From an optimization exercise on the open Yosys and OpenROAD flow, aimed at small area, a short achievable clock period and few clock cycles per item; shortcuts taken in it are not production practice. Function was checked by simulation only, so behaviour that the tests miss may differ from the original.

Setup of ember:
Design pxc_morph, start of the top module:
module pxc_morph #(
    parameter integer MAX_W = 64
) (
    input  wire       clk,
    input  wire       rst,           
    input  wire       cfg_valid,
    output wire       cfg_ready,
    input  wire       cfg_op,        
    input  wire [7:0] cfg_tgt,       
    input  wire [7:0] cfg_def,       
    input  wire [6:0] cfg_width,     
    input  wire [7:0] cfg_height,    
    input  wire       in_valid,
    output wire       in_ready,
    input  wire [7:0] in_mask,
    output reg        out_valid,
    input  wire       out_ready,
    output reg  [7:0] out_mask
);
Size in the first run: ~1900 cells after synthesis, about 710 flip-flops, about 28000 um2 of cells after synthesis.
clock: 12.0 ns
lec_check: 0
cap_margin: 20
core_margin: 2
core_utilization: 40
slew_margin: 20
standard.sh (not shown) runs the stock make flow with config.mk's settings and CLKGATE_MAP_FILE= SYNTH_SCRIPT=/design/flow/synth_recipe.tcl, a recipe that flattens the netlist after the stock synthesis.
==> flow/flow/run.sh <==
#!/bin/bash
# Own layout flow: the standard flow (standard synthesis, same SDC and
# clock period), with these changes to how the layout is made:
#  - the port buffers are buf_2 cells instead of the delay buffers that
#    buffer_ports picks by default (repair_timing upsizes them where needed);
#  - repair_timing (floorplan, CTS and global-route stages) aims for a setup
#    slack of SETUP_SLACK_MARGIN ns, so that it shortens the paths that set
#    the period the design reaches;
#  - CTS builds fewer, larger sink clusters, and the core is filled to 55%.
# Each step's output goes to its own log in this folder; ORFS's own per-step
# logs are under orfs/logs.
set -euo pipefail
KNOBS=(
  "BUFFER_PORTS_ARGS=-buffer_cell sky130_fd_sc_hd__buf_2"
  "SETUP_SLACK_MARGIN=8.5"
  "CTS_BUF_LIST=sky130_fd_sc_hd__clkbuf_16"
  "CTS_CLUSTER_SIZE=24"
  "CTS_CLUSTER_DIAMETER=80"
  "CORE_UTILIZATION=55"
)
for step in synth floorplan place cts route finish; do
  bash standard.sh "${KNOBS[@]}" "$step" > "flow_${step}.log" 2>&1
done
Testbench counts of ember, summed over its fixed seeds: cycles 63,623, items 62,259.
Inputs modified between ember and willow:
--- a/flow/design.v
+++ b/flow/design.v
@@ -36,16 +36,15 @@
     reg [7:0] rlo, rhi;
     reg       flushing;
     reg       fl_last;   
     reg [5:0] fw;        
     reg       go;        
     reg       step_ok;   
     reg       sv;        
-    reg [7:0] q0, q1;
-    reg       rp, wp;
+    reg [7:0] sm;
     reg [7:0] pf_m;
     reg       pf_a;
     reg       cv, late0;
     reg [7:0] cval;
     reg       a1, a2;
     wire c_new = (pm   == tgt) || (!op && (pm   == SENTINEL));
     wire c_up  = (pf_m == tgt) || (!op && (pf_m == SENTINEL));
@@ -115,33 +114,27 @@
             flushing  <= 1'b0;
             ra        <= 6'd0;
             rlo       <= 8'd1;
             rhi       <= 8'd1;
             cv        <= 1'b0;
             out_valid <= 1'b0;
             sv        <= 1'b0;
-            rp        <= 1'b0;
-            wp        <= 1'b0;
             step_ok   <= 1'b1;
         end else begin
             active    <= active_n;
             cfg_rdy   <= !active_n;
             pv        <= pv_n;
             rdy       <= (!pv_n || allow_n) && active_n;
             go        <= go_n;
             flushing  <= flushing_n;
             ra        <= ra_n;
             rlo       <= rlo_n;
             rhi       <= rhi_n;
             out_valid <= ov_n;
             sv        <= sv_n;
-            if (take)
-                rp <= !rp;
-            if (emit)
-                wp <= !wp;
             step_ok   <= step_ok_n;
             if (load_norm || flush_op)
                 cv <= 1'b1;
             else if (idle_emit)
                 cv <= 1'b0;
         end
     end
@@ -159,20 +152,18 @@
         xlast   <= xlast_n;
         y0      <= y0_n;
         y1      <= y1_n;
         hrem    <= hrem_n;
         ylast   <= ylast_n;
         fw      <= fw_n;
         fl_last <= (rap1 == fw_n);
-        if (emit && !wp)
-            q0 <= res;
-        if (emit && wp)
-            q1 <= res;
-        out_mask <= (out_valid && !out_ready) ? (rp ? q1 : q0)
-                  : sv ? (rp ? q0 : q1) : res;
+        if (take || !out_valid)
+            out_mask <= sv ? sm : res;
+        if (emit && (sv || (out_valid && !out_ready)))
+            sm <= res;
         if (load_norm || flush_op) begin
             cval  <= nv;
             late0 <= nl;
         end
         if (go) begin
             a1 <= v3;
             a2 <= a1;
Notes after the runs:
- Worst setup slack for willow: 0.088 ns up relative to ember
- willow vs ember — worst hold slack dropped 0.023 ns.
- Sort ember and willow by global-route usage asc -> top: willow
- ember → willow: peak supply drop fell by 28%; fmax up 6.9 MHz; first-pass GRT wire length fell by about 1.1%; clock-buffer cell count +1; setup skew after layout has decreased.
- willow vs. ember: final clock period utilization by the worst path dropped 0.73 points; layout filler cell count climbed about 2.7%.
Testbench counts of willow, summed over its fixed seeds: cycles 63,623, items 62,259.

## re-timing with driven ports
In the flow no input, the clock included, has a driving cell. The finished layouts below were timed again as built, in two steps.
Step 1: set_driving_cell puts a clkbuf_16 on clk and a buf_2 on each other input, an assumption about the parent block.
Step 2 times the ports against the registers' clock, not the clock port: input delays grow and output delays shrink by t, the midpoint of the rising clock arrivals with the driver on.
a / b / c = ideal ports / drivers / drivers and shift; a / b = the first two.
run	shift t [ns]	setup WS [ns]	hold slack, ns	latest minus earliest clock arrival (ns)	pins driven straight from the clock port
ember	0.657	8.397 / 8.397 / 7.842	0.476 / 0.476 / 0.476	0.038 / 0.038	1
willow	0.652	8.485 / 8.421 / 8.014	0.454 / 0.454 / 0.454	0.030 / 0.030	1
After both steps setup and hold are still met in every run listed. For ember, which loses most, drivers alone change the setup slack by 0.000 ns; drivers and shift together by -0.555 ns.
